This design comes from an exercise in tuning for small area, a short achievable clock period and few clock cycles per item on the open sky130 flow, not from production work.
Where RTL was checked, it was by simulation tests only, not by an equivalence proof against the original.
Function not checked in run 2: the RTL went through the layout flow alone.
Power and IR drop assume default switching activity.

## design/flow/config.mk

```make
export PLATFORM = sky130hd
export DESIGN_NAME = wib_transpose8
export DESIGN_NICKNAME = wib_transpose8
export VERILOG_FILES = /design/flow/design.v
export SDC_FILE = /design/flow/constraint.sdc
export NUM_CORES = 8
export LEC_CHECK = 0
export CAP_MARGIN = 20
export CORE_MARGIN = 2
export CORE_UTILIZATION = 25
export PLACE_DENSITY = 0.35
export SLEW_MARGIN = 20
```

## design/flow/constraint.sdc

```tcl
create_clock -name core_clock -period 8.5 [get_ports {clk}]
set_input_delay 1.7000 -clock core_clock [delete_from_list [all_inputs] [get_ports {clk}]]
set_output_delay 1.7000 -clock core_clock [all_outputs]
set_load 0.01 [all_outputs]
```

## design/flow/design.v

```verilog
module wt8_tt #(parameter I = 1, parameter OFF = 0) (
    input  wire        clk,
    input  wire        go,
    input  wire [7:0]  tau,
    input  wire [47:0] x,
    output wire [47:0] y
);
    localparam L = 1 << (I - 1);
    wire [7:0] lt  = tau - OFF;
    wire       sel = lt[I] & ~lt[I-1];
    reg  [48*L-1:0] d;
    wire [47:0] dout = d[48*L-1 -: 48];
    wire [47:0] din  = (sel | ~go) ? dout : x;
    generate
        if (L == 1) begin : g1
            always @(posedge clk) d <= din;
        end else begin : gn
            always @(posedge clk) d <= {d[48*(L-1)-1:0], din};
        end
    endgenerate
    assign y = sel ? x : dout;
endmodule
module wt8_dl #(parameter L = 1) (
    input  wire        clk,
    input  wire        go,
    input  wire [11:0] x,
    output wire [11:0] y
);
    reg  [12*L-1:0] d;
    wire [11:0] dout = d[12*L-1 -: 12];
    wire [11:0] din  = go ? x : dout;
    generate
        if (L == 1) begin : g1
            always @(posedge clk) d <= din;
        end else begin : gn
            always @(posedge clk) d <= {d[12*(L-1)-1:0], din};
        end
    endgenerate
    assign y = dout;
endmodule
module wt8_st #(parameter B = 0, parameter I = 0, parameter OFF = 0) (
    input  wire        clk,
    input  wire        go,
    input  wire [7:0]  tau,
    input  wire [47:0] x,
    output wire [47:0] y
);
    localparam L = 1 << I;
    wire [7:0] lt    = tau - OFF;
    wire       xs = lt[I];
    function integer LA(input integer pp);
        LA = (B == 0) ? 2 * pp : pp;
    endfunction
    function integer LB(input integer pp);
        LB = LA(pp) + (1 << B);
    endfunction
    genvar p;
    generate
        for (p = 0; p < 2; p = p + 1) begin : g_pair
            wire [11:0] a  = x[12*LA(p) +: 12];
            wire [11:0] bd;
            wt8_dl #(.L(L)) u_bd (.clk(clk), .go(go), .x(x[12*LB(p) +: 12]), .y(bd));
            wire [11:0] p0 = xs ? bd : a;
            wire [11:0] p1 = xs ? a  : bd;
            wire [11:0] pd;
            wt8_dl #(.L(L)) u_pd (.clk(clk), .go(go), .x(p0), .y(pd));
            assign y[12*LA(p) +: 12] = pd;
            assign y[12*LB(p) +: 12] = p1;
        end
    endgenerate
endmodule
module wt8_pr (
    input  wire        clk,
    input  wire        go,
    input  wire [47:0] x,
    output wire [47:0] y
);
    reg [47:0] r;
    always @(posedge clk) if (go) r <= x;
    assign y = r;
endmodule
module wib_transpose8 (
    input  wire        clk,
    input  wire        rst,         
    input  wire        in_valid,
    output wire        in_ready,
    input  wire [63:0] in_data,
    output wire        out_valid,
    input  wire        out_ready,
    output wire [63:0] out_data,
    output wire        out_last     
);
    localparam IDEPTH = 4;
    reg  [4:0]  wcnt;                     
    reg         in_ready_r;
    reg  [63:0] ifq [0:IDEPTH-1];         
    reg  [1:0]  ifq_wp, ifq_rp;
    reg  [2:0]  ifq_n;
    wire in_fire = in_valid & in_ready_r;
    wire is_adc  = (wcnt >= 5'd4 && wcnt <= 5'd15) || (wcnt >= 5'd18);
    wire push    = in_fire & is_adc;
    wire [4:0] wcnt_n = in_fire ? ((wcnt == 5'd29) ? 5'd0 : wcnt + 5'd1) : wcnt;
    wire adc_n   = (wcnt_n >= 5'd4 && wcnt_n <= 5'd15) || (wcnt_n >= 5'd18);
    assign in_ready = in_ready_r;
    localparam LAT = 217 + 6 + 4;         
    reg  [7:0] tau;                       
    reg        started;                   
    reg        real_cur, real_prev;       
    reg        stalling;
    reg  [5:0] scnt;
    reg  [48:0] ob0, ob1;                 
    reg  [1:0]  ob_n;
    wire fifo_ne   = (ifq_n != 3'd0);
    wire real_eff  = started ? real_cur : fifo_ne;
    wire idle      = ~started & ~fifo_ne & ~real_prev;
    wire need_pop  = (tau[1:0] != 2'd3);
    wire out_real  = (tau >= LAT) ? real_eff : real_prev;
    wire in_ok     = ~real_eff | ~need_pop | fifo_ne;
    wire out_ok    = ~out_real | (ob_n != 2'd2);
    wire go        = ~stalling & ~idle & in_ok & out_ok;
    wire pop       = go & real_eff & need_pop;
    wire opush     = go & out_real;
    reg  [47:0] resid;
    wire [63:0] head = ifq[ifq_rp];
    reg  [47:0] vin;
    always @(*) begin
        case (tau[1:0])
            2'd0:    vin = head[47:0];
            2'd1:    vin = {head[31:0], resid[15:0]};
            2'd2:    vin = {head[15:0], resid[31:0]};
            default: vin = resid;
        endcase
    end
    always @(posedge clk) begin
        if (pop) begin
            case (tau[1:0])
                2'd0:    resid <= {32'd0, head[63:48]};
                2'd1:    resid <= {16'd0, head[63:32]};
                default: resid <= head[63:16];
            endcase
        end
    end
    wire [47:0] s [0:23];
    assign s[0] = vin;
    wt8_tt #(.I(5), .OFF(0))   t0  (.clk(clk), .go(go), .tau(tau), .x(s[0]),  .y(s[1]));
    wt8_tt #(.I(4), .OFF(16))  t1  (.clk(clk), .go(go), .tau(tau), .x(s[1]),  .y(s[2]));
    wt8_tt #(.I(3), .OFF(24))  t2  (.clk(clk), .go(go), .tau(tau), .x(s[2]),  .y(s[3]));
    wt8_tt #(.I(2), .OFF(28))  t3  (.clk(clk), .go(go), .tau(tau), .x(s[3]),  .y(s[4]));
    wt8_pr                     p0  (.clk(clk), .go(go),             .x(s[4]),  .y(s[5]));
    wt8_tt #(.I(1), .OFF(31))  t4  (.clk(clk), .go(go), .tau(tau), .x(s[5]),  .y(s[6]));
    wt8_tt #(.I(6), .OFF(32))  t5  (.clk(clk), .go(go), .tau(tau), .x(s[6]),  .y(s[7]));
    wt8_tt #(.I(5), .OFF(64))  t6  (.clk(clk), .go(go), .tau(tau), .x(s[7]),  .y(s[8]));
    wt8_tt #(.I(4), .OFF(80))  t7  (.clk(clk), .go(go), .tau(tau), .x(s[8]),  .y(s[9]));
    wt8_pr                     p1  (.clk(clk), .go(go),             .x(s[9]),  .y(s[10]));
    wt8_tt #(.I(3), .OFF(89))  t8  (.clk(clk), .go(go), .tau(tau), .x(s[10]), .y(s[11]));
    wt8_tt #(.I(2), .OFF(93))  t9  (.clk(clk), .go(go), .tau(tau), .x(s[11]), .y(s[12]));
    wt8_tt #(.I(7), .OFF(95))  t10 (.clk(clk), .go(go), .tau(tau), .x(s[12]), .y(s[13]));
    wt8_tt #(.I(6), .OFF(159)) t11 (.clk(clk), .go(go), .tau(tau), .x(s[13]), .y(s[14]));
    wt8_pr                     p2  (.clk(clk), .go(go),             .x(s[14]), .y(s[15]));
    wt8_tt #(.I(5), .OFF(192)) t12 (.clk(clk), .go(go), .tau(tau), .x(s[15]), .y(s[16]));
    wt8_tt #(.I(4), .OFF(208)) t13 (.clk(clk), .go(go), .tau(tau), .x(s[16]), .y(s[17]));
    wt8_tt #(.I(3), .OFF(216)) t14 (.clk(clk), .go(go), .tau(tau), .x(s[17]), .y(s[18]));
    wt8_st #(.B(1), .I(1), .OFF(220)) u0 (.clk(clk), .go(go), .tau(tau), .x(s[18]), .y(s[19]));
    wt8_pr                     p3  (.clk(clk), .go(go),             .x(s[19]), .y(s[20]));
    wt8_st #(.B(0), .I(0), .OFF(223)) u1 (.clk(clk), .go(go), .tau(tau), .x(s[20]), .y(s[21]));
    wt8_tt #(.I(2), .OFF(224)) u2  (.clk(clk), .go(go), .tau(tau), .x(s[21]), .y(s[22]));
    wt8_tt #(.I(1), .OFF(226)) u3  (.clk(clk), .go(go), .tau(tau), .x(s[22]), .y(s[23]));
    wire [7:0] oslot = tau - LAT;
    integer q;
    always @(posedge clk) begin
        if (push) ifq[ifq_wp] <= in_data;
    end
    always @(posedge clk) begin
        if (rst) begin
            wcnt       <= 5'd0;
            in_ready_r <= 1'b1;
            ifq_wp     <= 2'd0;
            ifq_rp     <= 2'd0;
            ifq_n      <= 3'd0;
            tau        <= 8'd0;
            started    <= 1'b0;
            real_cur   <= 1'b0;
            real_prev  <= 1'b0;
            stalling   <= 1'b0;
            scnt       <= 6'd0;
            ob_n       <= 2'd0;
        end else begin
            wcnt <= wcnt_n;
            if (push) ifq_wp <= ifq_wp + 2'd1;
            if (pop)  ifq_rp <= ifq_rp + 2'd1;
            ifq_n <= ifq_n + {2'd0, push} - {2'd0, pop};
            in_ready_r <= ((ifq_n + {2'd0, push} - {2'd0, pop}) < IDEPTH) || !adc_n;
            if (go) begin
                tau <= tau + 8'd1;
                if (tau == 8'd255) begin
                    started   <= 1'b0;
                    real_prev <= real_eff;
                end else begin
                    started   <= 1'b1;
                    real_cur  <= real_eff;
                end
            end
            if (stalling) begin
                if (scnt == 6'd0) stalling <= 1'b0;
                else              scnt <= scnt - 6'd1;
            end else if (!go && !idle) begin
                stalling <= 1'b1;
                scnt     <= 6'd62;
            end
            ob_n <= ob_n + {1'b0, opush} - {1'b0, (ob_n != 2'd0) & out_ready};
        end
    end
    wire opop = (ob_n != 2'd0) & out_ready;
    wire [48:0] oword = {oslot == 8'd255, s[23]};
    always @(posedge clk) begin
        if (ob_n == 2'd0 || (ob_n == 2'd1 && opop)) begin
            if (opush) ob0 <= oword;
        end else if (opop) begin
            ob0 <= ob1;
        end
        if (opush && ((ob_n == 2'd1 && !opop) || (ob_n == 2'd2)))
            ob1 <= oword;
    end
    assign out_valid = (ob_n != 2'd0);
    assign out_last  = ob0[48];
    assign out_data  = {4'h0, ob0[47:36], 4'h0, ob0[35:24], 4'h0, ob0[23:12], 4'h0, ob0[11:0]};
endmodule
```

## design/flow/run.sh

```bash
#!/bin/bash
# synth_recipe.tcl (not shown) runs the flow's synth.tcl, then flattens the netlist and writes it again
# the make line also repeats each setting of config.mk as NAME=value (left out here)
make -C /OpenROAD-flow-scripts/flow DESIGN_CONFIG=/design/flow/config.mk WORK_HOME=/design/flow/orfs CLKGATE_MAP_FILE= SYNTH_SCRIPT=/design/flow/synth_recipe.tcl finish
```

==> results.py, run 1 <==
metrics = {
    "synth": {
        "synthArstFlopShare": 0,
        "syn-cell-area_mm2": 0.2597,
        "synth_edf_count": 738,
        "syn_area_per_cell_um2": 16.78,
        "yosys_most_used_dff": "dfxtp_1",
        "yosysSeqAreaShare": 0.9022,
        "yosys_warnings": 21,
        "ys_seq_elements": 11330,
        "synth_cells": 15470,
        "synth_cell_types": 72,
    },
    "die": {
        "die-area_mm2": 1.047,
        "die_h_um": 1023,
        "ios": 135,
        "initial_utilization": 0.2506,
        "core_mm2": 1.036,
        "std_cell_rows": 374,
        "dieWidth_um": 1023,
    },
    "grt": {
        "track_usage": 0.08783,
        "grt.overflow.total": 0,
        "antenna_found_initial": 61,
        "grt_pass1_wl_um": 690900,
        "grt_max_degree": 130,
        "grt_pass1_vias": 106400,
    },
    "timing": {
        "setup-tns-final_ps": 0,
        "maxSlewViolCount": 0,
        "period_share": 0.5521,
        "worstMarginPinSlew_ps": 1133,
        "hold_viol_final": 0,
        "setup_viol": 0,
        "rsz0062_at_grt": "false",
        "finClkSkew_ps": 119.2,
        "slew_headroom": 0.2449,
        "post-route-min-period_ps": 4693,
        "max_freq_ghz": 0.2131,
    },
    "setup_path": {
        "reg2reg_depth": 9,
        "worstPathMaxFanout": 34,
        "r2r_start": "tau[0]$_SDFFE_PP0N_",
        "cp-end-kind": "flop",
        "timing.rr.end": "t8.d[22]$_DFF_P_",
        "cp-start-kind": "flop",
        "cp-startpoint": "tau[0]$_SDFFE_PP0N_",
        "ff2ff_setup_slack_ps": 3810,
        "cp.arrival_ps": 5630,
        "critical_path_class": "reg2reg",
        "cp.required_ps": 9440,
    },
    "run": {
        "maxCapViolations": 0,
    },
    "routing": {
        "dr.pass1.iters": 5,
        "drcViolationCount": 0,
        "ant_nets": 0,
        "vias": 107400,
        "wl_per_cell_um": 14.96,
        "drtIter0Drc": 5437,
        "totalWireLength_um": 465100,
        "routed.top_layer": "met5",
        "wl_met3_um": 22870,
        "viasPerCell": 3.456,
        "m1WireLength_um": 240700,
        "dr_wl_met2_um": 185300,
    },
    "hold_path": {
        "hp-class": "reg2reg",
        "holdPathEnd": "t9.d[94]$_DFF_P_",
        "worstHoldStart": "t9.d[46]$_DFF_P_",
        "whs_path_depth": 0,
    },
    "clock_network": {
        "path_clk_slew_ps": 60,
        "cts_sinks": 11330,
        "ctsHoldBuffers": 0,
        "numCtsBuffers": 1168,
        "cts_resized": 0,
        "cts_buffer_depth": 5,
        "clock_latency_ps": 1130,
        "cts_tree": "built",
        "htreeDepth": 7,
        "cts_root_buffer": "clkbuf_16",
        "postCtsSetupRepairBufs": 0,
    },
    "pwr": {
        "p_total_mw": 137.4,
        "p_leak_nw": 123.9,
        "ir_worst_vdd_mv": 0.3267,
        "powerDensity_mw_per_mm2": 433.7,
    },
    "placement": {
        "dp_hpwl_um": 260000,
        "port_buffers": 118,
        "place.gp.congestion": 0.6749,
    },
    "run_status": {
        "outcome": "no timing/DRC/antenna violations",
    },
    "final_layout": {
        "drive_gt1_frac": 0.1391,
        "syn_to_final_growth_pct": 22.00,
        "fin_nets": 16530,
    },
}
-- cell families (layout without fill, tap and decap cells) --
kind of cell | Yosys count | in the layout | synth area share
compound gates | 1641 | 1641 | 0.03844
xor+xnor | 14 | 14 | 0.0004722
fa+ha+maj | 23 | 23 | 0.001137
buf+inv | 552 | 2399 | 0.009035
flops | 11330 | 11330 | 0.9022
mux | 657 | 657 | 0.02948
other cells | 1 | 42 | 0.00001444
simple gates | 1251 | 1251 | 0.01921
-- report_power, final --
| part | total [mW] | switching, mW | internal [mW] |
|---|---|---|---|
| combinational | 11.8 | 7.83 | 3.93 |
| clock | 51.0 | 20.2 | 30.8 |
| sequential | 74.6 | 4.79 | 69.8 |
-- flip-flops by register name (all words and copies together), names as in the netlist, 49 cells and up, named ones only --
register,cells
ifq,256
ob0,49
ob1,49
t0.d,768
t1.d,384
t10.d,3072
t11.d,1536
t12.d,768
t13.d,384
t14.d,192
t2.d,192
t3.d,96
t5.d,1536
t6.d,768
t7.d,384
t8.d,192
t9.d,96
u2.d,96
-- cells in the final DEF, fill, tap and decap left out, types with 19 or more instances in the layout --
| master | instances |
|---|---|
| a21o_1 | 47 |
| a22oi_1 | 85 |
| bufinv_16 | 71 |
| clkinv_8 | 20 |
| a211oi_1 | 118 |
| edfxtp_1 | 738 |
| nor2_1 | 303 |
| o21ai_0 | 578 |
| o21a_1 | 66 |
| mux4_2 | 48 |
| a211o_1 | 48 |
| inv_1 | 102 |
| nand2_1 | 825 |
| buf_4 | 97 |
| clkinv_2 | 161 |
| dfxtp_1 | 10590 |
| inv_6 | 31 |
| mux2i_1 | 237 |
| clkbuf_8 | 264 |
| o22a_1 | 28 |
| diode_2 | 26 |
| clkbuf_1 | 241 |
| clkdlybuf4s50_1 | 117 |
| clkbuf_16 | 1217 |
| a21oi_1 | 437 |
| mux2_2 | 367 |
| and2_1 | 23 |
| a221oi_1 | 39 |
| and3_1 | 19 |
| a31oi_1 | 76 |
-- cells in the mapped netlist, types with 18 or more instances --
cell          n  area share
a211o_1      48      0.0016
a211oi_1    119      0.0034
a21o_1       47      0.0014
a21oi_1     439      0.0085
a221oi_1     39      0.0013
a22oi_1      86      0.0025
a31oi_1      76      0.0018
and2_1       29     0.00070
and3_1       19     0.00046
buf_1        31     0.00045
buf_2        96      0.0019
buf_4        33     0.00095
clkbuf_1    285      0.0041
dfxtp_1   10600        0.82
edfxtp_1    738       0.085
ha_1         22      0.0011
inv_1       102      0.0015
mux2_2      367       0.016
mux2i_1     237      0.0091
mux4_2       48      0.0042
nand2_1     826       0.012
nor2_1      313      0.0045
o21a_1       67      0.0019
o21ai_0     580       0.011
o22a_1       29     0.00098
o22ai_1      18     0.00043
-- worst max-delay path, stage by stage, from the launching register on --
cell and delay, ps:
dfxtp_4 630, ha_2 400, nand3b_1 160, a22o_1 610, o211ai_4 160, buf_4 290, buf_4 290, nor2_4 750
buf_4 750, mux2_2 410
-- cell type report --
class                            count  area (um^2)
Clock buffer                      1722        34990
Timing Repair Buffer               226         2116
Fill cell                       101500       719300
Inverter                           103        394.1
Multi-Input combinational cell    3602        23450
Sequential cell                  11330       234300
Clock inverter                     348         4303
Tap cell                         13720        17170
Antenna cell                        26        65.06
-- stage by stage --
stage,cell area (um^2),util,setup WS [ps],instances,hold WS [ps]
floorplan,259700,-,1702,15490,309.6
global placement,277400,0.2678,2748,28990,309.5
detailed placement,277400,0.2678,3154,28990,312.1
CTS,316700,0.3057,3644,31060,243.0
global route,316700,0.3057,3565,31060,258.6
finish,316800,0.3058,3807,31080,254.4
-- worst max path at each step --
stage / slack (ps) / cells past startpoint / to
after detailed placement: 3150 / 13 / in_ready_r$_SDFF_PP1_
after global placement: 2750 / 13 / in_ready_r$_SDFF_PP1_
final: 3810 / 9 / t8.d[22]$_DFF_P_
after floorplan: 1700 / 17 / in_ready_r$_SDFF_PP1_
after CTS: 3640 / 9 / t8.d[22]$_DFF_P_
after global routing: 3570 / 10 / t11.d[47]$_DFF_P_
-- metal layers --
metal / track usage / up-vias
met5: 0 / -
met1: 0.1281 / 51210
met3: 0.02097 / 1158
met2: 0.1235 / 2026
met4: 0.03662 / 6
li1: - / 53020
Testbench counts, summed over its fixed seeds: cycles 18,248, blocks 64.
==> run 2: changes to the inputs <==
==> design/flow/design.v (replaced) <==
module wib_transpose8 (
    input  wire        clk,
    input  wire        rst,         
    input  wire        in_valid,
    output wire        in_ready,
    input  wire [63:0] in_data,
    output wire        out_valid,
    input  wire        out_ready,
    output wire [63:0] out_data,
    output wire        out_last     
);
    localparam S_LOAD = 1'b0;
    localparam S_EMIT = 1'b1;
    reg       state;
    reg [4:0] wcnt;      
    reg [2:0] fcnt;      
    reg [7:0] ocnt;      
    wire in_fire  = in_valid  && in_ready;
    wire out_fire = out_valid && out_ready;
    assign in_ready  = (state == S_LOAD);
    assign out_valid = (state == S_EMIT);
    wire       s_in   = (wcnt >= 5'd16);
    wire [4:0] j_full = s_in ? (wcnt - 5'd18) : (wcnt - 5'd4);
    wire [3:0] j_in   = j_full[3:0];
    wire       is_adc = (wcnt >= 5'd4 && wcnt <= 5'd15) || (wcnt >= 5'd18);
    wire       we     = in_fire && is_adc;
    wire [767:0] strm [0:15];
    genvar gi, gj;
    generate
        for (gi = 0; gi < 16; gi = gi + 1) begin : g_strm
            reg [767:0] d;
            for (gj = 0; gj < 12; gj = gj + 1) begin : g_word
                always @(posedge clk) begin
                    if (we && {fcnt, s_in} == gi && j_in == gj)
                        d[64*gj +: 64] <= in_data;
                end
            end
            assign strm[gi] = d;
        end
    endgenerate
    wire [6:0] chan = ocnt[7:1];
    wire       half = ocnt[0];
    wire       s_rd = chan[6];
    wire [5:0] k_rd = chan[5:0];
    genvar ge;
    generate
        for (ge = 0; ge < 4; ge = ge + 1) begin : g_lane
            wire [3:0]   idx = {half, ge[1:0], s_rd};
            wire [767:0] st  = strm[idx];
            wire [11:0]  adc = st[12*k_rd +: 12];
            assign out_data[16*ge +: 16] = {4'h0, adc};
        end
    endgenerate
    assign out_last = (state == S_EMIT) && (ocnt == 8'd255);
    always @(posedge clk) begin
        if (rst) begin
            state <= S_LOAD;
            wcnt  <= 5'd0;
            fcnt  <= 3'd0;
            ocnt  <= 8'd0;
        end else begin
            case (state)
                S_LOAD: begin
                    if (in_fire) begin
                        if (wcnt == 5'd29) begin
                            wcnt <= 5'd0;
                            fcnt <= fcnt + 3'd1;
                            if (fcnt == 3'd7)
                                state <= S_EMIT;
                        end else begin
                            wcnt <= wcnt + 5'd1;
                        end
                    end
                end
                S_EMIT: begin
                    if (out_fire) begin
                        ocnt <= ocnt + 8'd1;
                        if (ocnt == 8'd255)
                            state <= S_LOAD;
                    end
                end
            endcase
        end
    end
endmodule
==> results.py, run 2 <==
metrics = {
    "routing": {
        "totalWireLength_um": 1900000,
        "drcViolationCount": 0,
        "viasPerCell": 4.884,
        "drtIter0Drc": 31880,
        "ant_nets": 0,
        "wl_per_cell_um": 39.36,
        "dr.pass1.iters": 6,
        "vias": 235800,
    },
    "final_layout": {
        "syn_to_final_growth_pct": 19.47,
        "layout_commonest_cell": "edfxtp_1",
        "final_cells": 48270,
        "final_cell_mix": "12.29k x edfxtp_1, 3284 x mux4_2, 1517 x clkbuf_16, 1068 x buf_4, 660 x mux2i_1",
        "stdcell_area_mm2": 0.5627,
        "fin_nets": 22040,
        "nFillCells": 181400,
        "drive_gt1_frac": 0.3135,
        "largest_reg_flops": 12290,
        "reg_top3": "g_strm.d x12288, ocnt x8, wcnt x5",
        "regMostFlops": "g_strm.d",
    },
    "setup_path": {
        "worstPathCellList": "buf_16, buf_12, buf_4, mux4_2, mux4_2, a22oi_1, a221oi_1, or4_1, buf_4, clkdlybuf4s50_1",
        "cp.arrival_ps": 6760,
        "cpPeakStageDelay_ps": 770,
        "critical_path_class": "reg2out",
        "cp.required_ps": 6800,
        "worstPathMaxFanout": 21,
        "cp-start-kind": "flop",
        "crit_buf_inv": 5,
        "crit_family": "buffers and inverters",
        "critical-path-slowest-cell": "a22oi_1",
        "cp-end-kind": "output pin",
    },
    "placement": {
        "place_area_mm2": 0.5169,
        "port_buffers": 118,
        "place.gp.congestion": 0.7478,
        "dp_cells": 45510,
        "pre_cts_ws_ps": 920.4,
        "dp_hpwl_um": 1150000,
    },
    "timing": {
        "period_share": 0.9956,
        "hold_viol_final": 0,
        "worstMarginPinSlew_ps": 1463,
        "max_freq_ghz": 0.1182,
        "setup_slack_ps": 37.45,
        "finClkSkew_ps": 111.0,
        "slew_headroom": 0.02478,
        "post-route-min-period_ps": 8463,
        "setup_viol": 0,
        "setup-tns-final_ps": 0,
        "maxSlewViolCount": 0,
    },
    "grt": {
        "track_usage": 0.1961,
        "grt_pass1_vias": 241200,
        "use_met2": 0.3275,
        "grt_pass1_wl_um": 2484000,
        "met3_usage": 0.01935,
        "grt_use_met1": 0.2813,
        "grt.overflow.total": 0,
        "grt_max_degree": 95,
        "grt-busiest-layer": "met2",
        "antenna_found_initial": 331,
    },
    "clock_network": {
        "ctsHoldBuffers": 0,
        "clock_latency_ps": 1330,
        "cts_sinks": 12310,
        "numCtsBuffers": 1496,
        "cts_root_buffer": "clkbuf_16",
        "cts_tree": "built",
        "cts_buffer_depth": 6,
        "path_clk_slew_ps": 60,
        "htreeDepth": 7,
    },
    "pwr": {
        "ir_worst_vdd_mv": 0.1762,
        "p_total_mw": 129.9,
        "powerDensity_mw_per_mm2": 230.9,
        "p_clk_frac": 0.469,
        "p_int_mw": 102.3,
        "p_switching_mw": 27.59,
        "combPwrFrac": 0.018,
        "p_leak_nw": 170.0,
        "seq_power_share": 0.514,
        "swShare": 0.2124,
    },
    "synth": {
        "synth_cell_types": 78,
        "yosys_most_used_dff": "edfxtp_1",
        "yosysSeqAreaShare": 0.7842,
        "synth_common_cells": "12.29k x edfxtp_1, 3284 x mux4_2, 665 x mux2i_1, 651 x nand2_1, 434 x buf_2",
        "synth_top_area_cell": "edfxtp_1",
        "synthArstFlopShare": 0,
        "ys_seq_elements": 12310,
        "syn_area_per_cell_um2": 23.60,
        "yosys-top-cells-area": "edfxtp_1 78%, mux4_2 16%, mux2i_1 1.4%",
        "synth_cells": 19960,
        "synth_edf_count": 12290,
        "yosys_warnings": 1,
        "synth.top_cell.area_share": 0.7834,
        "synth_most_common_cell": "edfxtp_1",
        "syn-cell-area_mm2": 0.4710,
    },
    "die": {
        "core_mm2": 1.881,
        "ios": 135,
        "die-area_mm2": 1.895,
        "dieWidth_um": 1377,
        "std_cell_rows": 504,
        "initial_utilization": 0.2504,
        "die_h_um": 1377,
    },
    "hold_path": {
        "hp-class": "reg2reg",
    },
    "run": {
        "maxCapViolations": 0,
    },
    "run_status": {
        "outcome": "no timing/DRC/antenna violations",
    },
}
run 2: kinds of logic (layout without fill, tap and decap cells):
family	Yosys count	in the layout	share of synthesized area
buffers and inverters	1165	4263	0.01410
flip-flops	12310	12310	0.7842
adder cells (fa/ha/maj)	13	13	0.0003454
other	1	169	0.000007962
XOR/XNOR	11	11	0.0002046
multiplexers	3994	3994	0.1722
AND/OR/NAND/NOR	1281	1281	0.01127
AO/OA/AOI/OAI	1186	1186	0.01768
run 2: timing repair:
action,in CTS,in global routing
resized for setup,14,0
endpoints found under the setup margin,18,0
setup buffers,3,0
run 2: cell type report:
cell class,count,area (um^2),area share
Clock inverter,758,6075,0.01080
Sequential cell,12310,369400,0.6564
Antenna cell,153,382.9,0.0006804
Tap cell,25050,31340,0.05569
Inverter,17,118.9,0.0002112
Clock buffer,1846,39200,0.06966
Multi-Input combinational cell,6501,97400,0.1731
Timing Repair Buffer,1642,18820,0.03345
run 2: power by group through the flow:
stage                     Sequential (mW)  Combinational, mW  Clock, mW
after detailed placement             68.0               2.39          0
after global placement               68.0               2.33          0
final                                66.8               2.28       60.9
after floorplan                      68.0             0.0306          0
after CTS                            66.8               2.39       62.4
after global routing                 66.7               2.37       64.4
run 2: worst reg2reg max path, cell delays in order, from the launching register on:
cell and delay [ps]:
dfxtp_1 790, inv_1 290, a31o_2 300, a21boi_0 420
and3b_1 440, nand3_2 700, buf_4 480, nor2_4 730
buf_12 310
run 2: metal layers:
layer,up-vias,share of wire
li1,90390,-
met1,134600,0.44
met2,8955,0.48
met3,1773,0.054
met4,4,0.018
met5,-,0.000015
run 2: metrics by stage:
stage                       util  hold slack [ps]
after floorplan                -            476.1
after global placement    0.2745            536.7
after detailed placement  0.2748            539.1
after CTS                 0.2989            549.1
after global routing      0.2989            586.9
final                     0.2991            554.4
run 2: final timing paths:
kind,from,endpoint,slack (ps),depth (start not counted)
setup / recovery,ocnt[0]$_SDFFE_PP0P_,out_data[55],40,10
hold / removal,fcnt[2]$_SDFFE_PP0P_,fcnt[2]$_SDFFE_PP0P_,550,2
setup reg to reg,wcnt[4]$_SDFFE_PP0P_,g_strm[11].d[535]$_DFFE_PP_,3660,8
hold reg to reg,fcnt[2]$_SDFFE_PP0P_,fcnt[2]$_SDFFE_PP0P_,550,2

-- separate check: timing with driven ports --
How much do the figures lean on ideal ports? The routed layouts below were timed once more, with nothing changed but the port constraints. Step 1 assumes that a clkbuf_16 drives the clock port and a buf_2 every other input. Step 2 moves the port delays by t, midway between the first and last clock arrival at a register: inputs arrive t later, outputs are due t later. That takes back most of the time a late clock gives input paths. Three values: ideal ports, drivers, drivers and shift; two values: the first two.
run	t (ns)	setup slack, ns	worst setup path at the end
run 1	1.206	3.807 / 3.722 / 3.189	input to register
run 2	1.483	0.037 / -0.146 / 1.338	register to output
After both steps setup and hold are still met in every run listed. The setup slack of run 1, which loses most, moves by -0.085 ns with the drivers and by -0.618 ns with both steps.
